Background: an optimization exercise with open tools, aiming at small area. Do not read the settings as production practice. Only simulation tests tie the RTL to the original design; equivalence was not proved. Power is estimated from default activity; no workload was simulated.

--- flow/run.sh ---
#!/bin/bash
# Own layout flow: the standard synthesis with an area-only ABC mapping
# script (flow/synth.tcl, flow/area.abc), then the standard layout steps.
set -euo pipefail
W=$(pwd)
R=$W/orfs/results/$FLOW_PLATFORM/codec8b6t/base
export FLOW_FLOW_DIR=$W/flow
make -C "$FLOW_HOME" DESIGN_CONFIG=$W/config.mk WORK_HOME=$W/orfs CLKGATE_MAP_FILE= \
  SYNTH_SCRIPT=$W/flow/synth.tcl $R/1_2_yosys.v > synth.log 2>&1
bash standard.sh > layout.log 2>&1
--- flow/area.abc ---
strash; &get -n; &dc2; &dch -f; &nf -R 1000; &put; topo
--- flow/synth.tcl ---
# The standard synthesis (synth_recipe.tcl), with one change: the final
# technology mapping runs flow/area.abc, an area-only ABC script, in place of
# ORFS's speed script. Registers, their cells and names are unchanged.
proc synth {args} { yosys synth -nofsm -noshare {*}$args }
proc abc {args} {
  set i [lsearch -exact $args -script]
  if {$i >= 0} { lset args [expr {$i + 1}] $::env(FLOW_FLOW_DIR)/area.abc }
  set j [lsearch -exact $args -D]
  if {$j >= 0} { set args [lreplace $args $j [expr {$j + 1}]] }
  yosys abc {*}$args
}
# no full/half-adder extraction: ABC maps that logic with the rest
proc extract_fa {args} {}
source $::env(SCRIPTS_DIR)/synth.tcl
# left out here: clear keep_hierarchy, flatten, clean up, hide names made inside functions, write 1_2_yosys.v
--- standard.sh ---
#!/bin/bash
# synth_recipe.tcl (not shown) runs the flow's synth.tcl, then flattens the netlist and writes it again
# the make line also repeats each setting of config.mk as NAME=value (left out here)
make -C /OpenROAD-flow-scripts/flow DESIGN_CONFIG=/design/flow/config.mk WORK_HOME=/design/flow/orfs CLKGATE_MAP_FILE= SYNTH_SCRIPT=/design/flow/synth_recipe.tcl "${@:-finish}"
--- config.mk ---
export PLATFORM = sky130hd
export DESIGN_NAME = codec8b6t
export DESIGN_NICKNAME = codec8b6t
export VERILOG_FILES = /design/flow/design.v
export SDC_FILE = /design/flow/constraint.sdc
export NUM_CORES = 4
export LEC_CHECK = 0
export CAP_MARGIN = 20
export CORE_MARGIN = 2
export CORE_UTILIZATION = 55
export GPL_TIMING_DRIVEN = 0
export PLACE_DENSITY = 0.65
export SLEW_MARGIN = 20
--- constraint.sdc ---
create_clock -name core_clock -period 15.0 [get_ports {clk}]
set_input_delay 3.0000 -clock core_clock [delete_from_list [all_inputs] [get_ports {clk}]]
set_output_delay 3.0000 -clock core_clock [all_outputs]
set_load 0.01 [all_outputs]
--- design.v ---
module cb_lookup (
    input  wire [7:0]  b,
    output wire [11:0] g
);
    wire n0 = b[1] ? n13 : n12;
    wire n1 = b[1] ? n15 : n14;
    wire n2 = b[1] ? n17 : n16;
    wire n3 = b[1] ? n19 : n18;
    wire n4 = b[1] ? n21 : n20;
    wire n5 = b[1] ? n23 : n22;
    wire n6 = b[1] ? n25 : n24;
    wire n7 = b[1] ? n27 : n26;
    wire n8 = b[1] ? n29 : n28;
    wire n9 = b[1] ? n31 : n30;
    wire n10 = b[1] ? n33 : n32;
    wire n11 = b[1] ? n35 : n34;
    wire n12 = b[5] ? n37 : n36;
    wire n13 = b[5] ? n39 : n38;
    wire n14 = b[5] ? n41 : n40;
    wire n15 = b[5] ? n43 : n42;
    wire n16 = b[5] ? n45 : n44;
    wire n17 = b[5] ? n47 : n46;
    wire n18 = b[5] ? n49 : n48;
    wire n19 = b[5] ? n51 : n50;
    wire n20 = b[5] ? n53 : n52;
    wire n21 = b[5] ? n55 : n54;
    wire n22 = b[5] ? n57 : n56;
    wire n23 = b[5] ? n59 : n58;
    wire n24 = b[5] ? n61 : n60;
    wire n25 = b[5] ? n63 : n62;
    wire n26 = b[5] ? n65 : n64;
    wire n27 = b[5] ? n67 : n66;
    wire n28 = b[5] ? n69 : n68;
    wire n29 = b[5] ? n71 : n70;
    wire n30 = b[5] ? n73 : n72;
    wire n31 = b[5] ? n75 : n74;
    wire n32 = b[5] ? n77 : n76;
    wire n33 = b[5] ? n79 : n78;
    wire n34 = b[5] ? n81 : n80;
    wire n35 = b[5] ? n83 : n82;
    wire n36 = b[7] ? n85 : n84;
    wire n37 = b[7] ? n87 : n86;
    wire n38 = b[7] ? n89 : n88;
    wire n39 = b[7] ? n91 : n90;
    wire n40 = b[7] ? n93 : n92;
    wire n41 = b[7] ? n95 : n94;
    wire n42 = b[7] ? n97 : n96;
    wire n43 = b[7] ? n99 : n98;
    wire n44 = b[7] ? n101 : n100;
    wire n45 = b[7] ? n103 : n102;
    wire n46 = b[7] ? n105 : n104;
    wire n47 = b[7] ? n107 : n106;
    wire n48 = b[7] ? n109 : n108;
    wire n49 = b[7] ? n111 : n110;
    wire n50 = b[7] ? n113 : n112;
    wire n51 = b[7] ? n115 : n114;
    wire n52 = b[7] ? n117 : n116;
    wire n53 = b[7] ? n119 : n118;
    wire n54 = b[7] ? n121 : n120;
    wire n55 = b[7] ? n123 : n122;
    wire n56 = b[7] ? n125 : n124;
    wire n57 = b[7] ? n127 : n126;
    wire n58 = b[7] ? n129 : n128;
    wire n59 = b[7] ? n131 : n130;
    wire n60 = b[7] ? n133 : n132;
    wire n61 = b[7] ? n135 : n134;
    wire n62 = b[7] ? n137 : n136;
    wire n63 = b[7] ? n139 : n138;
    wire n64 = b[7] ? n141 : n140;
    wire n65 = b[7] ? n143 : n142;
    wire n66 = b[7] ? n145 : n144;
    wire n67 = b[7] ? n147 : n146;
    wire n68 = b[7] ? n149 : n148;
    wire n69 = b[7] ? n151 : n150;
    wire n70 = b[7] ? n153 : n152;
    wire n71 = b[7] ? n155 : n154;
    wire n72 = b[7] ? n157 : n156;
    wire n73 = b[7] ? n159 : n158;
    wire n74 = b[7] ? n161 : n160;
    wire n75 = b[7] ? n163 : n162;
    wire n76 = b[7] ? n165 : n164;
    wire n77 = b[7] ? n167 : n166;
    wire n78 = b[7] ? n169 : n168;
    wire n79 = b[7] ? n171 : n170;
    wire n80 = b[7] ? n173 : n172;
    wire n81 = b[7] ? n175 : n174;
    wire n82 = b[7] ? n177 : n176;
    wire n83 = b[7] ? n179 : n178;
    wire n84 = b[4] ? n181 : n180;
    wire n85 = b[4] ? n183 : n182;
    wire n86 = b[4] ? n185 : n184;
    wire n87 = b[4] ? n187 : n186;
    wire n88 = b[4] ? n189 : n188;
    wire n89 = b[4] ? n191 : n190;
    wire n90 = b[4] ? n193 : n192;
    wire n91 = b[4] ? n195 : n194;
    wire n92 = b[4] ? n197 : n196;
    wire n93 = b[4] ? n199 : n198;
    wire n94 = b[4] ? n201 : n200;
    wire n95 = b[4] ? n203 : n202;
    wire n96 = b[4] ? n205 : n204;
    wire n97 = b[4] ? n207 : n206;
    wire n98 = b[4] ? n209 : n208;
    wire n99 = b[4] ? n210 : 1'b0;
    wire n100 = b[4] ? n212 : n211;
    wire n101 = b[4] ? n214 : n213;
    wire n102 = b[4] ? n216 : n215;
    wire n103 = b[4] ? n218 : n217;
    wire n104 = b[4] ? n220 : n219;
    wire n105 = b[4] ? n222 : n221;
    wire n106 = b[4] ? n224 : n223;
    wire n107 = b[4] ? n226 : n225;
    wire n108 = b[4] ? 1'b0 : n227;
    wire n109 = b[4] ? n229 : n228;
    wire n110 = b[4] ? n231 : n230;
    wire n111 = b[4] ? n233 : n232;
    wire n112 = b[4] ? n234 : n199;
    wire n113 = b[4] ? n236 : n235;
    wire n114 = b[4] ? n237 : n233;
    wire n115 = b[4] ? n239 : n238;
    wire n116 = b[4] ? n241 : n240;
    wire n117 = b[4] ? n243 : n242;
    wire n118 = b[4] ? n245 : n244;
    wire n119 = b[4] ? n247 : n246;
    wire n120 = b[4] ? n249 : n248;
    wire n121 = b[4] ? n251 : n250;
    wire n122 = b[4] ? n253 : n252;
    wire n123 = b[4] ? n255 : n254;
    wire n124 = b[4] ? n257 : n256;
    wire n125 = b[4] ? n259 : n258;
    wire n126 = b[4] ? n261 : n260;
    wire n127 = b[4] ? n263 : n262;
    wire n128 = b[4] ? n264 : n199;
    wire n129 = b[4] ? n266 : n265;
    wire n130 = b[4] ? n268 : n267;
    wire n131 = b[4] ? n270 : n269;
    wire n132 = b[4] ? n272 : n271;
    wire n133 = b[4] ? n274 : n273;
    wire n134 = b[4] ? n276 : n275;
    wire n135 = b[4] ? n278 : n277;
    wire n136 = b[4] ? n280 : n279;
    wire n137 = b[4] ? n282 : n281;
    wire n138 = b[4] ? n284 : n283;
    wire n139 = b[4] ? n286 : n285;
    wire n140 = b[4] ? n288 : n287;
    wire n141 = b[4] ? n384 : n289;
    wire n142 = b[4] ? n291 : n290;
    wire n143 = b[4] ? ~n365 : n399;
    wire n144 = b[4] ? n293 : n292;
    wire n145 = b[4] ? n295 : n294;
    wire n146 = b[4] ? n296 : n291;
    wire n147 = b[4] ? n298 : n297;
    wire n148 = b[4] ? n300 : n299;
    wire n149 = b[4] ? n302 : n301;
    wire n150 = b[4] ? n304 : n303;
    wire n151 = b[4] ? n306 : n305;
    wire n152 = b[4] ? n308 : n307;
    wire n153 = b[4] ? n310 : n309;
    wire n154 = b[4] ? n312 : n311;
    wire n155 = b[4] ? n314 : n313;
    wire n156 = b[4] ? 1'b0 : n315;
    wire n157 = b[4] ? n317 : n316;
    wire n158 = b[4] ? n319 : n318;
    wire n159 = b[4] ? n321 : n320;
    wire n160 = b[4] ? n323 : n322;
    wire n161 = b[4] ? n325 : n324;
    wire n162 = b[4] ? n327 : n326;
    wire n163 = b[4] ? n328 : n203;
    wire n164 = b[4] ? n330 : n329;
    wire n165 = b[4] ? n332 : n331;
    wire n166 = b[4] ? n333 : ~n409;
    wire n167 = b[4] ? n335 : n334;
    wire n168 = b[4] ? n337 : n336;
    wire n169 = b[4] ? n339 : n338;
    wire n170 = b[4] ? n341 : n340;
    wire n171 = b[4] ? n343 : n342;
    wire n172 = b[4] ? ~n362 : n199;
    wire n173 = b[4] ? n345 : n344;
    wire n174 = b[4] ? n346 : ~n244;
    wire n175 = b[4] ? n348 : n347;
    wire n176 = b[4] ? n349 : n430;
    wire n177 = b[4] ? n351 : n350;
    wire n178 = b[4] ? n353 : n352;
    wire n179 = b[4] ? n355 : n354;
    wire n180 = b[2] ? n456 : n356;
    wire n181 = b[2] ? n358 : n357;
    wire n182 = b[2] ? n456 : n359;
    wire n183 = b[2] ? n361 : n360;
    wire n184 = b[2] ? n363 : n362;
    wire n185 = b[2] ? n365 : n364;
    wire n186 = b[2] ? n367 : n366;
    wire n187 = b[2] ? n369 : n368;
    wire n188 = b[2] ? n366 : 1'b1;
    wire n189 = b[2] ? n371 : n370;
    wire n190 = b[2] ? n373 : n372;
    wire n191 = b[2] ? n375 : n374;
    wire n192 = b[2] ? n376 : n369;
    wire n193 = b[2] ? n378 : n377;
    wire n194 = b[2] ? n380 : n379;
    wire n195 = b[2] ? n382 : n381;
    wire n196 = b[2] ? n383 : ~n458;
    wire n197 = b[2] ? ~n454 : n384;
    wire n198 = b[2] ? n386 : n385;
    wire n199 = b[2] ? ~n365 : 1'b0;
    wire n200 = b[2] ? n388 : n387;
    wire n201 = b[2] ? n390 : n389;
    wire n202 = b[2] ? n392 : n391;
    wire n203 = b[2] ? ~n362 : 1'b0;
    wire n204 = b[2] ? n394 : n393;
    wire n205 = b[2] ? n386 : n395;
    wire n206 = b[2] ? n396 : 1'b0;
    wire n207 = b[2] ? n383 : n386;
    wire n208 = b[2] ? ~n378 : ~n362;
    wire n209 = b[2] ? n398 : n397;
    wire n210 = b[2] ? 1'b0 : n399;
    wire n211 = b[2] ? ~n459 : n370;
    wire n212 = b[2] ? ~n367 : n362;
    wire n213 = b[2] ? n400 : n372;
    wire n214 = b[2] ? 1'b1 : n401;
    wire n215 = b[2] ? n370 : n362;
    wire n216 = b[2] ? ~n390 : ~n392;
    wire n217 = b[2] ? ~n394 : n356;
    wire n218 = b[2] ? ~n384 : n457;
    wire n219 = b[2] ? n402 : ~n401;
    wire n220 = b[2] ? n404 : n403;
    wire n221 = b[2] ? n405 : n377;
    wire n222 = b[2] ? n358 : ~n360;
    wire n223 = b[2] ? ~n402 : n406;
    wire n224 = b[2] ? n407 : ~n392;
    wire n225 = b[2] ? n359 : n362;
    wire n226 = b[2] ? ~n404 : ~n394;
    wire n227 = b[2] ? n405 : ~n365;
    wire n228 = b[2] ? 1'b0 : n395;
    wire n229 = b[2] ? n408 : n401;
    wire n230 = b[2] ? n395 : n382;
    wire n231 = b[2] ? n409 : n399;
    wire n232 = b[2] ? n411 : n410;
    wire n233 = b[2] ? 1'b0 : n412;
    wire n234 = b[2] ? ~n365 : n398;
    wire n235 = b[2] ? n392 : n413;
    wire n236 = b[2] ? n414 : n392;
    wire n237 = b[2] ? n416 : n415;
    wire n238 = b[2] ? n418 : n417;
    wire n239 = b[2] ? n412 : n401;
    wire n240 = b[2] ? ~n384 : ~n412;
    wire n241 = b[2] ? n420 : n419;
    wire n242 = b[2] ? n389 : n421;
    wire n243 = b[2] ? n458 : ~n394;
    wire n244 = b[2] ? n423 : n422;
    wire n245 = b[2] ? n424 : ~n396;
    wire n246 = b[2] ? n375 : n425;
    wire n247 = b[2] ? n423 : ~n360;
    wire n248 = b[2] ? n373 : n426;
    wire n249 = b[2] ? n375 : ~n419;
    wire n250 = b[2] ? n362 : ~n395;
    wire n251 = b[2] ? n427 : ~n383;
    wire n252 = b[2] ? ~n398 : n385;
    wire n253 = b[2] ? n428 : n359;
    wire n254 = b[2] ? n458 : ~n399;
    wire n255 = b[2] ? n371 : ~n384;
    wire n256 = b[2] ? n399 : ~n364;
    wire n257 = b[2] ? n388 : 1'b0;
    wire n258 = b[2] ? ~n423 : n394;
    wire n259 = b[2] ? n396 : ~n403;
    wire n260 = b[2] ? n409 : n429;
    wire n261 = b[2] ? ~n365 : ~n424;
    wire n262 = b[2] ? ~n364 : n399;
    wire n263 = b[2] ? ~n370 : n430;
    wire n264 = b[2] ? ~n365 : n392;
    wire n265 = b[2] ? n460 : n431;
    wire n266 = b[2] ? ~n423 : ~n362;
    wire n267 = b[2] ? n416 : ~n365;
    wire n268 = b[2] ? ~n365 : ~n362;
    wire n269 = b[2] ? ~n365 : n395;
    wire n270 = b[2] ? n432 : 1'b0;
    wire n271 = b[2] ? n403 : n433;
    wire n272 = b[2] ? ~n416 : n423;
    wire n273 = b[2] ? n371 : n362;
    wire n274 = b[2] ? n434 : n372;
    wire n275 = b[2] ? n362 : n380;
    wire n276 = b[2] ? n410 : ~n401;
    wire n277 = b[2] ? n435 : n456;
    wire n278 = b[2] ? n380 : n457;
    wire n279 = b[2] ? n455 : ~n396;
    wire n280 = b[2] ? n402 : ~n417;
    wire n281 = b[2] ? n458 : n425;
    wire n282 = b[2] ? n436 : n372;
    wire n283 = b[2] ? n437 : n358;
    wire n284 = b[2] ? ~n376 : ~n383;
    wire n285 = b[2] ? n438 : 1'b1;
    wire n286 = b[2] ? n439 : ~n432;
    wire n287 = b[2] ? ~n457 : ~n454;
    wire n288 = b[2] ? ~n457 : n440;
    wire n289 = b[2] ? 1'b0 : n441;
    wire n290 = b[2] ? ~n438 : ~n375;
    wire n291 = b[2] ? ~n423 : 1'b0;
    wire n292 = b[2] ? n412 : ~n372;
    wire n293 = b[2] ? ~n374 : 1'b0;
    wire n294 = b[2] ? 1'b0 : ~n362;
    wire n295 = b[2] ? n430 : n384;
    wire n296 = b[2] ? 1'b0 : n396;
    wire n297 = b[2] ? n442 : ~n417;
    wire n298 = b[2] ? n392 : ~n456;
    wire n299 = b[2] ? ~n405 : n366;
    wire n300 = b[2] ? ~n436 : ~n430;
    wire n301 = b[2] ? ~n397 : ~n433;
    wire n302 = b[2] ? n443 : n431;
    wire n303 = b[2] ? n400 : ~n386;
    wire n304 = b[2] ? ~n386 : n423;
    wire n305 = b[2] ? n444 : n434;
    wire n306 = b[2] ? ~n368 : ~n424;
    wire n307 = b[2] ? n374 : n420;
    wire n308 = b[2] ? n446 : n445;
    wire n309 = b[2] ? ~n421 : n447;
    wire n310 = b[2] ? ~n426 : n363;
    wire n311 = b[2] ? n398 : n446;
    wire n312 = b[2] ? ~n398 : ~n394;
    wire n313 = b[2] ? n423 : n448;
    wire n314 = b[2] ? n446 : n365;
    wire n315 = b[2] ? ~n425 : n394;
    wire n316 = b[2] ? ~n361 : n398;
    wire n317 = b[2] ? ~n370 : n392;
    wire n318 = b[2] ? ~n362 : n432;
    wire n319 = b[2] ? n392 : ~n365;
    wire n320 = b[2] ? ~n400 : ~n443;
    wire n321 = b[2] ? 1'b0 : ~n424;
    wire n322 = b[2] ? n411 : n449;
    wire n323 = b[2] ? ~n356 : n449;
    wire n324 = b[2] ? ~n365 : n450;
    wire n325 = b[2] ? ~n420 : ~n422;
    wire n326 = b[2] ? 1'b0 : n376;
    wire n327 = b[2] ? ~n365 : ~n457;
    wire n328 = b[2] ? ~n370 : n439;
    wire n329 = b[2] ? ~n430 : ~n408;
    wire n330 = b[2] ? ~n385 : n368;
    wire n331 = b[2] ? n452 : n451;
    wire n332 = b[2] ? ~n388 : n391;
    wire n333 = b[2] ? n442 : n448;
    wire n334 = b[2] ? ~n382 : n364;
    wire n335 = b[2] ? ~n366 : n423;
    wire n336 = b[2] ? ~n428 : n451;
    wire n337 = b[2] ? n446 : ~n385;
    wire n338 = b[2] ? n422 : n458;
    wire n339 = b[2] ? n358 : n436;
    wire n340 = b[2] ? n425 : n456;
    wire n341 = b[2] ? n434 : n426;
    wire n342 = b[2] ? n370 : ~n399;
    wire n343 = b[2] ? ~n397 : ~n442;
    wire n344 = b[2] ? ~n446 : n392;
    wire n345 = b[2] ? ~n420 : 1'b0;
    wire n346 = b[2] ? ~n420 : n384;
    wire n347 = b[2] ? 1'b0 : ~n374;
    wire n348 = b[2] ? n386 : ~n378;
    wire n349 = b[2] ? n399 : ~n423;
    wire n350 = b[2] ? n408 : ~n446;
    wire n351 = b[2] ? n392 : n430;
    wire n352 = b[2] ? n453 : ~n416;
    wire n353 = b[2] ? ~n422 : n394;
    wire n354 = b[2] ? n406 : ~n438;
    wire n355 = b[2] ? 1'b0 : n392;
    wire n356 = b[3] ? n455 : n454;
    wire n357 = b[3] ? n460 : n456;
    wire n358 = b[3] ? n458 : n457;
    wire n359 = b[3] ? n459 : n457;
    wire n360 = b[3] ? ~n455 : ~n459;
    wire n361 = b[3] ? ~n454 : n456;
    wire n362 = b[3] ? 1'b1 : n456;
    wire n363 = b[3] ? n457 : n456;
    wire n364 = b[3] ? n455 : 1'b1;
    wire n365 = b[3] ? 1'b1 : n454;
    wire n366 = b[3] ? n460 : n457;
    wire n367 = b[3] ? n458 : ~n456;
    wire n368 = b[3] ? n455 : ~n459;
    wire n369 = b[3] ? ~n457 : 1'b1;
    wire n370 = b[3] ? ~n460 : 1'b1;
    wire n371 = b[3] ? n458 : ~n454;
    wire n372 = b[3] ? n458 : n454;
    wire n373 = b[3] ? n457 : n459;
    wire n374 = b[3] ? n456 : n458;
    wire n375 = b[3] ? n458 : n456;
    wire n376 = b[3] ? n456 : 1'b0;
    wire n377 = b[3] ? n456 : n459;
    wire n378 = b[3] ? ~n459 : 1'b1;
    wire n379 = b[3] ? n459 : ~n460;
    wire n380 = b[3] ? n459 : n458;
    wire n381 = b[3] ? n457 : ~n460;
    wire n382 = b[3] ? n459 : ~n457;
    wire n383 = b[3] ? 1'b0 : n459;
    wire n384 = b[3] ? 1'b0 : n460;
    wire n385 = b[3] ? n459 : ~n454;
    wire n386 = b[3] ? ~n454 : 1'b0;
    wire n387 = b[3] ? ~n456 : n456;
    wire n388 = b[3] ? n459 : ~n455;
    wire n389 = b[3] ? 1'b0 : n454;
    wire n390 = b[3] ? ~n454 : n454;
    wire n391 = b[3] ? ~n457 : n457;
    wire n392 = b[3] ? ~n456 : 1'b0;
    wire n393 = b[3] ? n460 : ~n457;
    wire n394 = b[3] ? 1'b0 : ~n458;
    wire n395 = b[3] ? ~n454 : ~n456;
    wire n396 = b[3] ? ~n460 : 1'b0;
    wire n397 = b[3] ? ~n454 : n459;
    wire n398 = b[3] ? ~n457 : ~n458;
    wire n399 = b[3] ? ~n458 : 1'b0;
    wire n400 = b[3] ? 1'b1 : n455;
    wire n401 = b[3] ? ~n454 : ~n460;
    wire n402 = b[3] ? n455 : n457;
    wire n403 = b[3] ? 1'b1 : n460;
    wire n404 = b[3] ? n457 : ~n455;
    wire n405 = b[3] ? ~n459 : ~n456;
    wire n406 = b[3] ? 1'b0 : 1'b1;
    wire n407 = b[3] ? n457 : ~n456;
    wire n408 = b[3] ? ~n456 : ~n455;
    wire n409 = b[3] ? ~n459 : 1'b0;
    wire n410 = b[3] ? 1'b0 : ~n459;
    wire n411 = b[3] ? ~n455 : ~n456;
    wire n412 = b[3] ? 1'b0 : n455;
    wire n413 = b[3] ? ~n458 : n459;
    wire n414 = b[3] ? n458 : ~n458;
    wire n415 = b[3] ? n460 : ~n454;
    wire n416 = b[3] ? n455 : ~n456;
    wire n417 = b[3] ? ~n454 : ~n455;
    wire n418 = b[3] ? n459 : ~n456;
    wire n419 = b[3] ? ~n455 : n455;
    wire n420 = b[3] ? n457 : 1'b1;
    wire n421 = b[3] ? ~n455 : ~n458;
    wire n422 = b[3] ? n454 : n458;
    wire n423 = b[3] ? 1'b1 : n457;
    wire n424 = b[3] ? n458 : ~n455;
    wire n425 = b[3] ? n454 : n457;
    wire n426 = b[3] ? ~n458 : n457;
    wire n427 = b[3] ? n454 : ~n455;
    wire n428 = b[3] ? ~n455 : n457;
    wire n429 = b[3] ? n460 : ~n460;
    wire n430 = b[3] ? n455 : 1'b0;
    wire n431 = b[3] ? ~n456 : ~n454;
    wire n432 = b[3] ? ~n457 : ~n454;
    wire n433 = b[3] ? ~n454 : n458;
    wire n434 = b[3] ? n458 : n460;
    wire n435 = b[3] ? n456 : ~n457;
    wire n436 = b[3] ? n455 : ~n458;
    wire n437 = b[3] ? n454 : ~n457;
    wire n438 = b[3] ? n460 : n458;
    wire n439 = b[3] ? n457 : n455;
    wire n440 = b[3] ? ~n456 : ~n460;
    wire n441 = b[3] ? n454 : 1'b0;
    wire n442 = b[3] ? n460 : ~n455;
    wire n443 = b[3] ? n456 : ~n460;
    wire n444 = b[3] ? ~n459 : ~n455;
    wire n445 = b[3] ? ~n456 : n458;
    wire n446 = b[3] ? n456 : n457;
    wire n447 = b[3] ? n460 : n459;
    wire n448 = b[3] ? ~n455 : n460;
    wire n449 = b[3] ? 1'b0 : n458;
    wire n450 = b[3] ? n460 : ~n458;
    wire n451 = b[3] ? n455 : n460;
    wire n452 = b[3] ? n457 : n460;
    wire n453 = b[3] ? ~n457 : n459;
    wire n454 = b[6] ? 1'b1 : n460;
    wire n455 = b[6] ? ~n460 : n460;
    wire n456 = b[6] ? n460 : 1'b1;
    wire n457 = b[6] ? ~n460 : 1'b1;
    wire n458 = b[6] ? 1'b1 : ~n460;
    wire n459 = b[6] ? 1'b0 : 1'b1;
    wire n460 = b[0] ? 1'b0 : 1'b1;
    assign g[0] = n0;
    assign g[1] = n1;
    assign g[2] = n2;
    assign g[3] = n3;
    assign g[4] = n4;
    assign g[5] = n5;
    assign g[6] = n6;
    assign g[7] = n7;
    assign g[8] = n8;
    assign g[9] = n9;
    assign g[10] = n10;
    assign g[11] = n11;
endmodule
module cb_rlookup (
    input  wire [11:0] g,
    output wire        hit,
    output wire [7:0]  b
);
    wire n0 = g[2] ? n9 : n19;
    wire n1 = g[2] ? n10 : n29;
    wire n2 = g[2] ? n11 : n30;
    wire n3 = g[2] ? n12 : n31;
    wire n4 = g[2] ? n13 : n32;
    wire n5 = g[2] ? n14 : n33;
    wire n6 = g[2] ? n15 : n34;
    wire n7 = g[2] ? n16 : n35;
    wire n8 = g[2] ? n17 : n36;
    wire n9 = g[3] ? n28 : n18;
    wire n10 = g[3] ? n62 : n20;
    wire n11 = g[3] ? n37 : n21;
    wire n12 = g[3] ? n38 : n22;
    wire n13 = g[3] ? n39 : n23;
    wire n14 = g[3] ? n40 : n24;
    wire n15 = g[3] ? n63 : n25;
    wire n16 = g[3] ? n41 : n26;
    wire n17 = g[3] ? n42 : n27;
    wire n18 = g[1] ? n64 : n43;
    wire n19 = g[1] ? n71 : n44;
    wire n20 = g[1] ? n72 : n45;
    wire n21 = g[1] ? n73 : n46;
    wire n22 = g[1] ? n74 : n47;
    wire n23 = g[1] ? n75 : n48;
    wire n24 = g[1] ? n76 : n49;
    wire n25 = g[1] ? n77 : n50;
    wire n26 = g[1] ? n78 : n51;
    wire n27 = g[1] ? n79 : n52;
    wire n28 = g[1] ? n88 : n53;
    wire n29 = g[1] ? n80 : n54;
    wire n30 = g[1] ? n81 : n55;
    wire n31 = g[1] ? n82 : n56;
    wire n32 = g[1] ? n83 : n57;
    wire n33 = g[1] ? n84 : n58;
    wire n34 = g[1] ? n85 : n59;
    wire n35 = g[1] ? n86 : n60;
    wire n36 = g[1] ? n87 : n61;
    wire n37 = g[1] ? n48 : n65;
    wire n38 = g[1] ? ~n57 : n66;
    wire n39 = g[1] ? n55 : n67;
    wire n40 = g[1] ? n49 : n68;
    wire n41 = g[1] ? n54 : n69;
    wire n42 = g[1] ? n81 : n70;
    wire n43 = g[8] ? n89 : n100;
    wire n44 = g[8] ? n90 : n108;
    wire n45 = g[8] ? n93 : n118;
    wire n46 = g[8] ? n94 : n119;
    wire n47 = g[8] ? n95 : n120;
    wire n48 = g[8] ? n91 : n121;
    wire n49 = g[8] ? n92 : n122;
    wire n50 = g[8] ? n96 : n123;
    wire n51 = g[8] ? n97 : n124;
    wire n52 = g[8] ? n98 : n125;
    wire n53 = g[8] ? n99 : n126;
    wire n54 = g[8] ? n101 : n127;
    wire n55 = g[8] ? n102 : n128;
    wire n56 = g[8] ? n103 : n178;
    wire n57 = g[8] ? n153 : n129;
    wire n58 = g[8] ? n104 : n179;
    wire n59 = g[8] ? n105 : n180;
    wire n60 = g[8] ? n106 : n130;
    wire n61 = g[8] ? n107 : n131;
    wire n62 = g[8] ? n109 : n191;
    wire n63 = g[8] ? n110 : ~n102;
    wire n64 = g[8] ? n117 : n132;
    wire n65 = g[8] ? n111 : ~n136;
    wire n66 = g[8] ? n112 : n137;
    wire n67 = g[8] ? n113 : ~n161;
    wire n68 = g[8] ? n114 : n104;
    wire n69 = g[8] ? n115 : n116;
    wire n70 = g[8] ? n116 : n195;
    wire n71 = g[8] ? ~n118 : ~n180;
    wire n72 = g[8] ? n133 : ~n119;
    wire n73 = g[8] ? n122 : n98;
    wire n74 = g[8] ? n134 : n111;
    wire n75 = g[8] ? n135 : n199;
    wire n76 = g[8] ? n136 : ~n194;
    wire n77 = g[8] ? ~n185 : ~n93;
    wire n78 = g[8] ? n192 : ~n113;
    wire n79 = g[8] ? ~n126 : n200;
    wire n80 = g[8] ? n119 : n105;
    wire n81 = g[8] ? n196 : n112;
    wire n82 = g[8] ? n138 : n103;
    wire n83 = g[8] ? ~n121 : n92;
    wire n84 = g[8] ? n123 : n95;
    wire n85 = g[8] ? n139 : n94;
    wire n86 = g[8] ? n124 : n96;
    wire n87 = g[8] ? n140 : n114;
    wire n88 = g[8] ? n133 : n97;
    wire n89 = g[5] ? n214 : n141;
    wire n90 = g[5] ? n248 : n142;
    wire n91 = g[5] ? ~n174 : n143;
    wire n92 = g[5] ? ~n170 : n144;
    wire n93 = g[5] ? ~n184 : n145;
    wire n94 = g[5] ? n193 : n146;
    wire n95 = g[5] ? ~n236 : n147;
    wire n96 = g[5] ? n172 : n148;
    wire n97 = g[5] ? n194 : n150;
    wire n98 = g[5] ? n337 : n149;
    wire n99 = g[5] ? n188 : n151;
    wire n100 = g[5] ? n267 : n155;
    wire n101 = g[5] ? ~n191 : n156;
    wire n102 = g[5] ? n197 : n152;
    wire n103 = g[5] ? ~n180 : n157;
    wire n104 = g[5] ? n276 : n154;
    wire n105 = g[5] ? ~n190 : n158;
    wire n106 = g[5] ? ~n200 : n163;
    wire n107 = g[5] ? ~n152 : n164;
    wire n108 = g[5] ? n164 : n165;
    wire n109 = g[5] ? n162 : n166;
    wire n110 = g[5] ? ~n178 : n167;
    wire n111 = g[5] ? n196 : n160;
    wire n112 = g[5] ? ~n152 : n168;
    wire n113 = g[5] ? ~n178 : n161;
    wire n114 = g[5] ? ~n189 : n169;
    wire n115 = g[5] ? ~n157 : n176;
    wire n116 = g[5] ? n163 : n159;
    wire n117 = g[5] ? ~n181 : n177;
    wire n118 = g[5] ? n161 : n162;
    wire n119 = g[5] ? ~n173 : n170;
    wire n120 = g[5] ? n144 : n181;
    wire n121 = g[5] ? ~n168 : n172;
    wire n122 = g[5] ? ~n157 : n173;
    wire n123 = g[5] ? n158 : n174;
    wire n124 = g[5] ? n163 : n175;
    wire n125 = g[5] ? ~n149 : n182;
    wire n126 = g[5] ? ~n145 : n171;
    wire n127 = g[5] ? n141 : n184;
    wire n128 = g[5] ? 1'b1 : n185;
    wire n129 = g[5] ? ~n158 : n186;
    wire n130 = g[5] ? n141 : n187;
    wire n131 = g[5] ? n166 : n188;
    wire n132 = g[5] ? 1'b0 : n190;
    wire n133 = g[5] ? n142 : n189;
    wire n134 = g[5] ? ~n146 : ~n188;
    wire n135 = g[5] ? 1'b0 : n197;
    wire n136 = g[5] ? ~n182 : n183;
    wire n137 = g[5] ? n143 : n281;
    wire n138 = g[5] ? 1'b1 : n193;
    wire n139 = g[5] ? 1'b0 : n198;
    wire n140 = g[5] ? 1'b0 : ~n192;
    wire n141 = g[4] ? n201 : n202;
    wire n142 = g[4] ? n203 : n204;
    wire n143 = g[4] ? n205 : n227;
    wire n144 = g[4] ? n206 : n228;
    wire n145 = g[4] ? n207 : n229;
    wire n146 = g[4] ? n208 : n230;
    wire n147 = g[4] ? n209 : n231;
    wire n148 = g[4] ? n210 : n232;
    wire n149 = g[4] ? n211 : n233;
    wire n150 = g[4] ? n215 : n236;
    wire n151 = g[4] ? n212 : n242;
    wire n152 = g[4] ? n213 : n256;
    wire n153 = g[4] ? n216 : n235;
    wire n154 = g[4] ? n234 : n257;
    wire n155 = g[4] ? n243 : n249;
    wire n156 = g[4] ? n223 : n269;
    wire n157 = g[4] ? n217 : ~n259;
    wire n158 = g[4] ? n218 : n270;
    wire n159 = g[4] ? n224 : n277;
    wire n160 = g[4] ? n237 : ~n337;
    wire n161 = g[4] ? n219 : ~n272;
    wire n162 = g[4] ? n240 : n263;
    wire n163 = g[4] ? n220 : n271;
    wire n164 = g[4] ? n221 : n344;
    wire n165 = g[4] ? n250 : n264;
    wire n166 = g[4] ? n235 : n278;
    wire n167 = g[4] ? n238 : n279;
    wire n168 = g[4] ? n222 : ~n286;
    wire n169 = g[4] ? n241 : ~n305;
    wire n170 = g[4] ? n301 : n265;
    wire n171 = g[4] ? n244 : n275;
    wire n172 = g[4] ? n225 : n325;
    wire n173 = g[4] ? n245 : ~n269;
    wire n174 = g[4] ? n226 : n351;
    wire n175 = g[4] ? n258 : n272;
    wire n176 = g[4] ? n251 : n256;
    wire n177 = g[4] ? n259 : n262;
    wire n178 = g[4] ? n254 : n212;
    wire n179 = g[4] ? n260 : n219;
    wire n180 = g[4] ? n246 : n202;
    wire n181 = g[4] ? n261 : ~n275;
    wire n182 = g[4] ? n262 : n277;
    wire n183 = g[4] ? ~n208 : n209;
    wire n184 = g[4] ? n247 : ~n219;
    wire n185 = g[4] ? n252 : ~n229;
    wire n186 = g[4] ? ~n225 : ~n237;
    wire n187 = g[4] ? n352 : ~n251;
    wire n188 = g[4] ? n239 : n278;
    wire n189 = g[4] ? n266 : ~n219;
    wire n190 = g[4] ? n339 : ~n210;
    wire n191 = g[4] ? n268 : n209;
    wire n192 = g[4] ? n273 : n243;
    wire n193 = g[4] ? n253 : ~n224;
    wire n194 = g[4] ? ~n227 : n201;
    wire n195 = g[4] ? ~n232 : ~n201;
    wire n196 = g[4] ? n280 : ~n218;
    wire n197 = g[4] ? n255 : 1'b0;
    wire n198 = g[4] ? n204 : n206;
    wire n199 = g[4] ? ~n270 : n204;
    wire n200 = g[4] ? n274 : ~n217;
    wire n201 = g[6] ? n282 : n329;
    wire n202 = g[6] ? n283 : n339;
    wire n203 = g[6] ? n284 : n340;
    wire n204 = g[6] ? n288 : n353;
    wire n205 = g[6] ? n302 : n341;
    wire n206 = g[6] ? n303 : ~n327;
    wire n207 = g[6] ? n304 : n342;
    wire n208 = g[6] ? n285 : n330;
    wire n209 = g[6] ? n305 : n331;
    wire n210 = g[6] ? n306 : ~n299;
    wire n211 = g[6] ? n307 : n343;
    wire n212 = g[6] ? n289 : ~n303;
    wire n213 = g[6] ? n290 : ~n330;
    wire n214 = g[6] ? n291 : ~n341;
    wire n215 = g[6] ? n308 : n347;
    wire n216 = g[6] ? n295 : n354;
    wire n217 = g[6] ? n296 : ~n304;
    wire n218 = g[6] ? n297 : ~n326;
    wire n219 = g[6] ? n292 : n315;
    wire n220 = g[6] ? n298 : n323;
    wire n221 = g[6] ? n299 : n303;
    wire n222 = g[6] ? n300 : ~n303;
    wire n223 = g[6] ? n315 : ~n324;
    wire n224 = g[6] ? n309 : n358;
    wire n225 = g[6] ? n310 : n356;
    wire n226 = g[6] ? n311 : n306;
    wire n227 = g[6] ? n286 : ~n321;
    wire n228 = g[6] ? n316 : ~n301;
    wire n229 = g[6] ? n293 : n290;
    wire n230 = g[6] ? n317 : ~n335;
    wire n231 = g[6] ? n318 : ~n290;
    wire n232 = g[6] ? n312 : ~n350;
    wire n233 = g[6] ? n319 : n337;
    wire n234 = g[6] ? n320 : n351;
    wire n235 = g[6] ? n313 : ~n317;
    wire n236 = g[6] ? n287 : ~n348;
    wire n237 = g[6] ? n294 : n295;
    wire n238 = g[6] ? n378 : n298;
    wire n239 = g[6] ? n322 : n290;
    wire n240 = g[6] ? n323 : n308;
    wire n241 = g[6] ? n324 : ~n297;
    wire n242 = g[6] ? n332 : ~n296;
    wire n243 = g[6] ? n325 : ~n376;
    wire n244 = g[6] ? ~n318 : n308;
    wire n245 = g[6] ? n326 : n309;
    wire n246 = g[6] ? n333 : n306;
    wire n247 = g[6] ? ~n343 : n357;
    wire n248 = g[6] ? n334 : ~n307;
    wire n249 = g[6] ? n342 : ~n321;
    wire n250 = g[6] ? ~n317 : n283;
    wire n251 = g[6] ? n314 : ~n293;
    wire n252 = g[6] ? ~n332 : n376;
    wire n253 = g[6] ? ~n284 : ~n294;
    wire n254 = g[6] ? ~n330 : n289;
    wire n255 = g[6] ? n298 : n295;
    wire n256 = g[6] ? n335 : n353;
    wire n257 = g[6] ? n348 : 1'b0;
    wire n258 = g[6] ? n349 : ~n285;
    wire n259 = g[6] ? n321 : n295;
    wire n260 = g[6] ? n325 : ~n296;
    wire n261 = g[6] ? ~n328 : n283;
    wire n262 = g[6] ? n327 : ~n321;
    wire n263 = g[6] ? ~n347 : ~n286;
    wire n264 = g[6] ? n355 : n289;
    wire n265 = g[6] ? n350 : n283;
    wire n266 = g[6] ? n402 : n295;
    wire n267 = g[6] ? ~n351 : ~n291;
    wire n268 = g[6] ? ~n364 : n291;
    wire n269 = g[6] ? n336 : n352;
    wire n270 = g[6] ? ~n333 : ~n308;
    wire n271 = g[6] ? ~n316 : n287;
    wire n272 = g[6] ? n328 : ~n295;
    wire n273 = g[6] ? ~n350 : ~n307;
    wire n274 = g[6] ? ~n341 : ~n296;
    wire n275 = g[6] ? n345 : ~n306;
    wire n276 = g[6] ? ~n313 : ~n298;
    wire n277 = g[6] ? n338 : n289;
    wire n278 = g[6] ? n346 : n291;
    wire n279 = g[6] ? 1'b1 : ~n285;
    wire n280 = g[6] ? ~n297 : ~n283;
    wire n281 = g[6] ? ~n315 : n283;
    wire n282 = g[0] ? n359 : n360;
    wire n283 = g[0] ? n361 : n363;
    wire n284 = g[0] ? n362 : n364;
    wire n285 = g[0] ? n365 : ~n396;
    wire n286 = g[0] ? n366 : n380;
    wire n287 = g[0] ? n367 : n403;
    wire n288 = g[0] ? n368 : n410;
    wire n289 = g[0] ? n369 : n387;
    wire n290 = g[0] ? n381 : n425;
    wire n291 = g[0] ? n370 : ~n422;
    wire n292 = g[0] ? n371 : ~n410;
    wire n293 = g[0] ? n383 : n382;
    wire n294 = g[0] ? n372 : n393;
    wire n295 = g[0] ? n384 : n431;
    wire n296 = g[0] ? n385 : n402;
    wire n297 = g[0] ? n386 : ~n393;
    wire n298 = g[0] ? n373 : n387;
    wire n299 = g[0] ? n388 : ~n385;
    wire n300 = g[0] ? ~n424 : 1'b0;
    wire n301 = g[0] ? n389 : ~n424;
    wire n302 = g[0] ? n366 : n399;
    wire n303 = g[0] ? ~n367 : n390;
    wire n304 = g[0] ? n404 : n391;
    wire n305 = g[0] ? ~n369 : n392;
    wire n306 = g[0] ? ~n396 : n393;
    wire n307 = g[0] ? ~n360 : ~n384;
    wire n308 = g[0] ? ~n402 : n405;
    wire n309 = g[0] ? n394 : n396;
    wire n310 = g[0] ? n395 : n363;
    wire n311 = g[0] ? ~n383 : n382;
    wire n312 = g[0] ? n406 : ~n365;
    wire n313 = g[0] ? n385 : n388;
    wire n314 = g[0] ? n407 : ~n362;
    wire n315 = g[0] ? n396 : n408;
    wire n316 = g[0] ? n374 : ~n382;
    wire n317 = g[0] ? n376 : n375;
    wire n318 = g[0] ? n377 : n409;
    wire n319 = g[0] ? ~n402 : n415;
    wire n320 = g[0] ? ~n367 : ~n383;
    wire n321 = g[0] ? n379 : ~n408;
    wire n322 = g[0] ? 1'b1 : ~n366;
    wire n323 = g[0] ? n380 : ~n362;
    wire n324 = g[0] ? n410 : n376;
    wire n325 = g[0] ? ~n406 : n381;
    wire n326 = g[0] ? n397 : n411;
    wire n327 = g[0] ? ~n419 : n398;
    wire n328 = g[0] ? n391 : n415;
    wire n329 = g[0] ? n377 : 1'b1;
    wire n330 = g[0] ? n399 : ~n405;
    wire n331 = g[0] ? n386 : n387;
    wire n332 = g[0] ? n400 : n369;
    wire n333 = g[0] ? n401 : ~n422;
    wire n334 = g[0] ? ~n409 : ~n371;
    wire n335 = g[0] ? n412 : n405;
    wire n336 = g[0] ? ~n367 : ~n376;
    wire n337 = g[0] ? ~n361 : ~n386;
    wire n338 = g[0] ? ~n363 : n370;
    wire n339 = g[0] ? n413 : n361;
    wire n340 = g[0] ? ~n382 : ~n388;
    wire n341 = g[0] ? ~n411 : n388;
    wire n342 = g[0] ? ~n407 : n414;
    wire n343 = g[0] ? ~n439 : n403;
    wire n344 = g[0] ? ~n360 : ~n361;
    wire n345 = g[0] ? n387 : ~n362;
    wire n346 = g[0] ? n368 : ~n362;
    wire n347 = g[0] ? n425 : ~n376;
    wire n348 = g[0] ? ~n377 : n387;
    wire n349 = g[0] ? n388 : ~n368;
    wire n350 = g[0] ? n422 : ~n359;
    wire n351 = g[0] ? n422 : n416;
    wire n352 = g[0] ? n370 : ~n370;
    wire n353 = g[0] ? ~n365 : n361;
    wire n354 = g[0] ? n371 : n367;
    wire n355 = g[0] ? n368 : ~n361;
    wire n356 = g[0] ? n366 : n365;
    wire n357 = g[0] ? n369 : n376;
    wire n358 = g[0] ? n371 : n360;
    wire n359 = g[7] ? n418 : n417;
    wire n360 = g[7] ? n420 : n419;
    wire n361 = g[7] ? n421 : n420;
    wire n362 = g[7] ? ~n443 : n421;
    wire n363 = g[7] ? ~n418 : n419;
    wire n364 = g[7] ? n419 : ~n417;
    wire n365 = g[7] ? n432 : n443;
    wire n366 = g[7] ? ~n442 : n422;
    wire n367 = g[7] ? n424 : n423;
    wire n368 = g[7] ? ~n422 : n425;
    wire n369 = g[7] ? n432 : n426;
    wire n370 = g[7] ? ~n424 : n427;
    wire n371 = g[7] ? ~n424 : n441;
    wire n372 = g[7] ? 1'b1 : n426;
    wire n373 = g[7] ? ~n424 : n420;
    wire n374 = g[7] ? ~n423 : ~n419;
    wire n375 = g[7] ? ~n419 : n428;
    wire n376 = g[7] ? ~n434 : n429;
    wire n377 = g[7] ? ~n437 : n430;
    wire n378 = g[7] ? n424 : n425;
    wire n379 = g[7] ? ~n424 : n431;
    wire n380 = g[7] ? ~n424 : n432;
    wire n381 = g[7] ? 1'b1 : ~n441;
    wire n382 = g[7] ? n419 : n433;
    wire n383 = g[7] ? ~n443 : n418;
    wire n384 = g[7] ? 1'b0 : ~n430;
    wire n385 = g[7] ? n443 : n434;
    wire n386 = g[7] ? ~n421 : n435;
    wire n387 = g[7] ? n422 : n436;
    wire n388 = g[7] ? n417 : ~n424;
    wire n389 = g[7] ? n422 : ~n418;
    wire n390 = g[7] ? 1'b0 : n437;
    wire n391 = g[7] ? 1'b0 : n438;
    wire n392 = g[7] ? 1'b0 : ~n435;
    wire n393 = g[7] ? ~n421 : n420;
    wire n394 = g[7] ? 1'b1 : ~n435;
    wire n395 = g[7] ? 1'b1 : ~n442;
    wire n396 = g[7] ? ~n427 : 1'b1;
    wire n397 = g[7] ? 1'b1 : n436;
    wire n398 = g[7] ? n420 : n439;
    wire n399 = g[7] ? n442 : n437;
    wire n400 = g[7] ? ~n420 : n423;
    wire n401 = g[7] ? n420 : 1'b0;
    wire n402 = g[7] ? n442 : ~n421;
    wire n403 = g[7] ? ~n424 : n426;
    wire n404 = g[7] ? ~n420 : ~n417;
    wire n405 = g[7] ? n442 : n440;
    wire n406 = g[7] ? ~n421 : ~n442;
    wire n407 = g[7] ? ~n418 : ~n424;
    wire n408 = g[7] ? ~n418 : ~n438;
    wire n409 = g[7] ? n418 : n443;
    wire n410 = g[7] ? n422 : ~n430;
    wire n411 = g[7] ? ~n422 : n431;
    wire n412 = g[7] ? 1'b0 : n440;
    wire n413 = g[7] ? ~n420 : n417;
    wire n414 = g[7] ? 1'b1 : n423;
    wire n415 = g[7] ? n443 : n425;
    wire n416 = g[7] ? ~n420 : ~n442;
    wire n417 = g[9] ? n441 : 1'b1;
    wire n418 = g[9] ? ~n442 : n442;
    wire n419 = g[9] ? ~n441 : 1'b1;
    wire n420 = g[9] ? ~n443 : n443;
    wire n421 = g[9] ? 1'b1 : ~n443;
    wire n422 = g[9] ? 1'b1 : ~n441;
    wire n423 = g[9] ? 1'b1 : n443;
    wire n424 = g[9] ? n442 : n441;
    wire n425 = g[9] ? n443 : n442;
    wire n426 = g[9] ? 1'b1 : n442;
    wire n427 = g[9] ? n443 : 1'b1;
    wire n428 = g[9] ? ~n443 : 1'b1;
    wire n429 = g[9] ? n441 : ~n442;
    wire n430 = g[9] ? ~n441 : ~n442;
    wire n431 = g[9] ? ~n441 : ~n443;
    wire n432 = g[9] ? n443 : ~n442;
    wire n433 = g[9] ? ~n442 : n441;
    wire n434 = g[9] ? n443 : ~n441;
    wire n435 = g[9] ? 1'b0 : n442;
    wire n436 = g[9] ? n442 : n443;
    wire n437 = g[9] ? ~n442 : 1'b1;
    wire n438 = g[9] ? n441 : ~n441;
    wire n439 = g[9] ? 1'b1 : 1'b0;
    wire n440 = g[9] ? 1'b1 : n441;
    wire n441 = g[11] ? 1'b0 : n443;
    wire n442 = g[11] ? 1'b0 : 1'b1;
    wire n443 = g[10] ? 1'b1 : 1'b0;
    assign b[0] = n1;
    assign b[1] = n2;
    assign b[2] = n3;
    assign b[3] = n4;
    assign b[4] = n5;
    assign b[5] = n6;
    assign b[6] = n7;
    assign b[7] = n8;
    assign hit = n0;
endmodule
module balance_step (
    input  wire [11:0] g,
    output wire        pos,
    output wire        neg
);
    integer k;
    reg signed [3:0] sum;
    always @* begin
        sum = 4'sd0;
        for (k = 0; k < 6; k = k + 1)
            if (g[2*k])
                sum = g[2*k+1] ? sum - 4'sd1 : sum + 4'sd1;
    end
    assign pos = (sum > 4'sd0);
    assign neg = sum[3];
endmodule
module codec8b6t (
    input  wire        clk,
    input  wire        rst,         
    input  wire        in_valid,
    input  wire [2:0]  in_op,
    input  wire        in_first,    
    input  wire [7:0]  in_byte,
    input  wire [11:0] in_group,
    input  wire        in_dc,
    input  wire [1:0]  in_stream,
    output wire        out_valid,
    output wire [11:0] out_group,
    output wire [7:0]  out_byte,
    output wire        out_hit,
    output wire [1:0]  out_weight,
    output wire        out_dc,
    output wire [1:0]  out_stream,
    output wire [2:0]  out_bal
);
    wire op_enc = (in_op == 3'b000);
    wire op_dec = (in_op == 3'b001);
    wire op_inv = (in_op == 3'b110);
    wire op_bal = (in_op == 3'b111);
    wire frame  = ~in_op[2] & ~in_op[1];         
    reg  [2:0] dc;
    reg  [1:0] last;
    reg        valid_q;
    reg  [11:0] res_g;      
    reg         res_f;      
    wire [2:0] dc_cur = in_first ? 3'b000 : dc;
    wire [1:0] enc_s  = (in_first | last[1]) ? 2'd0 : {last[0], ~last[0]};
    wire [1:0] frame_s = in_op[0] ? in_stream : enc_s;
    wire       dc_s   = frame_s[1] ? dc_cur[2] : frame_s[0] ? dc_cur[1] : dc_cur[0];
    wire [11:0] cw;
    cb_lookup u_lookup (.b(in_byte), .g(cw));
    wire [11:0] g = (~in_op[2] & ~in_op[0]) ? cw : in_group;
    wire pos, neg;
    balance_step u_weight (.g(g), .pos(pos), .neg(neg));
    wire dcb    = op_bal ? in_dc : dc_s;
    wire inv_bal = neg | (pos & dcb);
    wire inv_sel = op_inv | ((frame | op_bal) & inv_bal);
    wire dc_out = ~neg & (pos ? ~dcb : dcb);
    reg [11:0] g_out;
    integer k;
    always @*
        for (k = 0; k < 6; k = k + 1) begin
            g_out[2*k]   = g[2*k];
            g_out[2*k+1] = g[2*k+1] ^ (inv_sel & g[2*k]);
        end
    wire       rl_hit;
    wire [7:0] rl_byte;
    cb_rlookup u_rlookup (.g(g_out), .hit(rl_hit), .b(rl_byte));
    wire miss = in_op[0] & ~in_op[1] & ~in_op[2] ? (pos & dc_s) : neg;
    wire hit  = rl_hit & ~miss;
    wire sel_byte = in_op[0] & ~in_op[2];         
    wire sel_w    = in_op[2] & ~in_op[1];         
    wire [11:0] res_g_n = {g_out[11:10],
                           sel_w ? {neg, pos | neg} : g_out[9:8],
                           sel_byte ? rl_byte : g_out[7:0]};
    wire res_f_n = (in_op[2] & in_op[1]) ? dc_out : hit;
    assign out_valid  = valid_q;
    assign out_group  = res_g;
    assign out_byte   = res_g[7:0];
    assign out_weight = res_g[9:8];
    assign out_hit    = res_f;
    assign out_dc     = res_f;
    assign out_stream = last;
    assign out_bal    = dc;
    always @(posedge clk) begin
        res_g <= res_g_n;
        res_f <= res_f_n;
        if (rst) begin
            valid_q <= 1'b0;
            dc      <= 3'b000;
            last    <= 2'd2;
        end else begin
            valid_q <= in_valid;
            if (in_valid & frame) begin
                dc[0] <= (frame_s == 2'd0) ? dc_out : dc_cur[0];
                dc[1] <= (frame_s == 2'd1) ? dc_out : dc_cur[1];
                dc[2] <= frame_s[1]        ? dc_out : dc_cur[2];
                if (op_enc)
                    last <= enc_s;
                else if (in_first)
                    last <= 2'd2;
            end
        end
    end
endmodule
==> metrics.md <==
| Metric | Value |
|---|---|
| Worst-Skew Late Latency | 0.26 ns |
| Synthesized cell area | 7160 um2 |
| Setup_tns | 0 ns |
| Slew Viols, Final | 0 |
| Mean Syn Cell Area | 5.57 um2 |
| Yosys warning total | 2 |
| Compound-cell area share of the yosys netlist | 53.8% |
| Maxcap violations | 0 |
| Largest net degree at the start of global routing | 76 |
| Final core utilization | 68.3% |
| Largest family of logic cells by synthesized area | compound AO/OA/AOI/OAI gates |
| Final GP Congestion | 1.20 |
| Adder-Cell Fraction of Synth Area | 0.140% |
| Peak VDD IR | 0.0569 mV |
| Initial core utilization | 56.5% |
| RSZ-0062 raised after global routing | no |
| Wirelength per Cell | 25.4 um |
| Top cell type's share of synthesized area | 13.1% |
| Hold path start | dc[0]$_SDFFE_PP0P_ |
| Mapped Cells | 1,284 |
| Synth Area in Simple Gates | 34.2% |
| Die height | 118 um |
| DRT Wirelength | 39,100 um |
| Fin nets | 1,401 |
| CTS Hold Bufs | 0 |
| Die ar. | 13,900 um2 |
| Initial antenna violation count | 0 |
| Post-synth ARST share | 0% |
| Vias in the first global route | 10,800 |
| First-pass GRT wire length | 60,800 um |
| Status | no timing/DRC/antenna violations |
| Global route overflow | 0 |
| Total power | 1.03 mW |
| Worst hold path class | reg2reg |
| Multi-input logic area | 6890 um2 |
| Post-Layout Inst Area | 8650 um2 |
| CP max FO | 35 |
| Total global routing track utilization | 54.4% |
| TritonCTS Sinks | 19 |
| Hold path depth | 2 |
| Num rows | 41 |
| Worst Reg2Reg Path Length in Cells | 29 |
| # fillers | 1,194 |
| Hold Vio Cnt, Final | 0 |
| Req. time, crit path | 15.10 ns |
| Clock tree buffer depth | 2 |
| Post-DR vias/cell | 7.90 |
| Origin of the critical flop-to-flop path | last[1]$_SDFFE_PP1P_ |
| Die W | 118 um |
| Post-synth cell types | 57 |
| Skew final | 0.00171 ns |
| Core Footprint | 12,700 um2 |
| Post-synth top area cell | o21ai_0 |
| Synth Flop Type | dfxtp_1 |
| Startpoint Class | input port |
| Setup crit end kind | flop |
| CTS buffer count | 3 |
| Crit-path most repeated cell | nand2_1 |
| Clock slew at reported path FFs | 0.06 ns |
| CTS tree | done |
| I/O pin cnt | 60 |
| Syn nets | 1,314 |
| H-tree depth | 1 |
| Crit path arrival time | 14.60 ns |
| Final Cycle Share | 96.7% |
| Worst R2R End | res_g[4]$_DFF_P_ |
| Crit path kind | in2reg |
| DR iter-0 viols | 3,357 |
| Ratio of cells with drive above 1 in the final layout | 5.62% |
| Root Buffer Master | clkbuf_16 |
| Worst slew margin | 16.6% |
| Worst path max stage delay | 0.54 ns |
| Worst-margin pin slew | 1.25 ns |
| Largest cells by area after synthesis | o21ai_0 (13%), a21oi_1 (13%), nand2_1 (12%) |
| Fin crit period | 14.50 ns |
| Post-DP Area | 8410 um2 |
| Post-DRT Antenna Nets | 0 |
| Final setup viols | 0 |
| Detailed placement HPWL | 28,000 um |
| Fmax | 69.0 MHz |
| PD cells | 118 nW/um2 |
| Number of synthesized flops with an enable pin | 0 |
| DRT Pass-1 Iters | 13 |
| Slowest CP cell | or4_1 |
| Register area | 380 um2 |
| Port bufs | 59 |
| Mux cell area share after synthesis | 1.71% |
| Layout area overhead | 20.9% |
| Total number of vias | 12,200 |
| R2r setup slk | 8.90 ns |
| Yosys reg bits | 19 |
| DRC viols | 0 |
| Pleak | 3.08 nW |
| Hold Path Sink | dc[0]$_SDFFE_PP0P_ |
| Post-synthesis sequential area ratio | 5.32% |
| Xor/xnor share of the synthesized area | 3.18% |
## power by group
group | internal, mW | leakage (nW) | switching [mW]
logic | 0.294 | 2.88 | 0.607
clock network | 0.0363 | 0.0382 | 0.0216
registers | 0.0614 | 0.158 | 0.00509
total | 0.392 | 3.08 | 0.633
## repair_timing
| item | CTS | global route |
|---|---|---|
| resized for setup | 7 | 23 |
| endpoints found under the setup margin | 9 | 9 |
| setup buffers | 0 | 5 |
| hold endpoints to repair | 0 | 0 |
| pin swaps | 0 | 1 |
## synth_stat cells, types with 4 or more instances
cell,count
dfxtp_1,19
xor2_1,9
o22ai_1,31
a21boi_0,8
buf_4,11
o221ai_1,16
a31oi_1,37
o311ai_0,16
a221oi_1,10
a22oi_1,10
o211ai_1,28
o21ai_0,188
o32ai_1,6
nor2_1,200
a21oi_1,187
and3_1,9
a211oi_1,16
o31ai_1,13
nand4_1,4
a21o_1,9
and2_0,13
clkinv_1,11
a32oi_1,5
xnor2_1,17
or2_0,14
nand2_1,230
nor2b_1,12
nand2b_1,18
a311oi_1,6
o21a_1,10
nor3_1,21
mux2i_1,10
nand3_1,38
nor4_1,4
or3_1,4
## cells by family after synthesis
logic type / count (synthesis)
DFF: 19
adders and majority gates: 1
buffers and inverters: 22
xor gates and xnor gates: 26
AOI/OAI and AO/OA: 631
and+or+nand+nor: 573
muxes: 12
## cell usage in the layout, fill, tap and decap left out, types with 14 or more instances in the layout
cell / count
nand3_1: 38
o221ai_1: 16
a211oi_1: 16
o311ai_0: 15
nand2b_1: 16
dfxtp_1: 19
or2_0: 14
o21ai_0: 183
o211ai_1: 28
buf_4: 17
nand2_1: 229
a31oi_1: 36
clkdlybuf4s50_1: 51
nor3_1: 20
o22ai_1: 30
a21oi_1: 186
nor2_1: 197
## registers in the layout, summed over array words and instances, names as in the netlist
name / cells
res_g: 12
dc: 3
last: 2
res_f: 1
valid_q: 1
## worst max-delay path by stage
stage	startpoint	endpoint	slack, ns	depth (start not counted)
2_1_floorplan	in_byte[0]	res_g[4]$_DFF_P_	0.57	46
3_3_place_gp	in_byte[4]	res_g[4]$_DFF_P_	-6.84	43
3_5_place_dp	in_byte[0]	res_g[6]$_DFF_P_	-1.10	50
4_1_cts	in_byte[0]	res_g[6]$_DFF_P_	0.08	50
5_1_grt	in_byte[6]	res_g[6]$_DFF_P_	0.24	50
6_report	in_byte[6]	res_g[4]$_DFF_P_	0.50	52
## layer usage
layer	up-vias	part of all wire [%]	global-route usage (%)	wire length [um]
met1	5236	32	61.4	12400
met4	0	12	46.4	4700
met3	451	16	22.3	6390
met5	-	0	0	0
li1	5110	-	-	-
met2	1386	40	78.7	15700
## stage by stage
step                      setup WS (ns)  instances  hold WS [ns]
final                             0.500       1543         0.476
after CTS                        0.0775       1537         0.480
after global placement            -6.84       1515         0.456
after detailed placement          -1.10       1533         0.472
after floorplan                   0.568       1284         0.482
after global routing              0.242       1542         0.501
## area by class of cell
class / count / share of cell area [%]
antenna: 1 / 0.0289
buffer: 11 / 0.954
clock buffer: 4 / 0.911
inverter: 11 / 0.520
multi-input combinational: 1243 / 79.6
sequential: 19 / 4.39
tap: 172 / 2.49
timing repair buffer: 82 / 11.1
## critical path, delay by kind of cell
family          cells  cell delay, ns
xor+xnor            7            1.71
compound gates     21            4.62
simple gates       22            4.76
buf+inv             2            0.51

==> re-timing with driven ports <==
How much do the figures lean on ideal ports? The routed layout below was timed once more, with nothing changed but the port constraints. Step 1 sets driving cells, clkbuf_16 on the clock port and buf_2 on the other inputs (assumed; they add their load-dependent delay and slew). Step 2 moves the port delays by t, midway between the first and last clock arrival at a register: inputs arrive t later, outputs are due t later. That takes back most of the time a late clock gives input paths. a / b / c = no drivers / after step 1 / after step 2; a / b = the first two.
shift t [ns]: 0.297
setup WS [ns]: 0.500 / 0.510 / 0.213
hold slack, ns: 0.476 / 0.476 / 0.476
latest minus earliest clock arrival (ns): 0.001 / 0.002
pins driven straight from the clock port: 1
After both steps this run still meets setup and hold. The setup slack of this run moves by +0.010 ns with the drivers and by -0.287 ns with both steps.
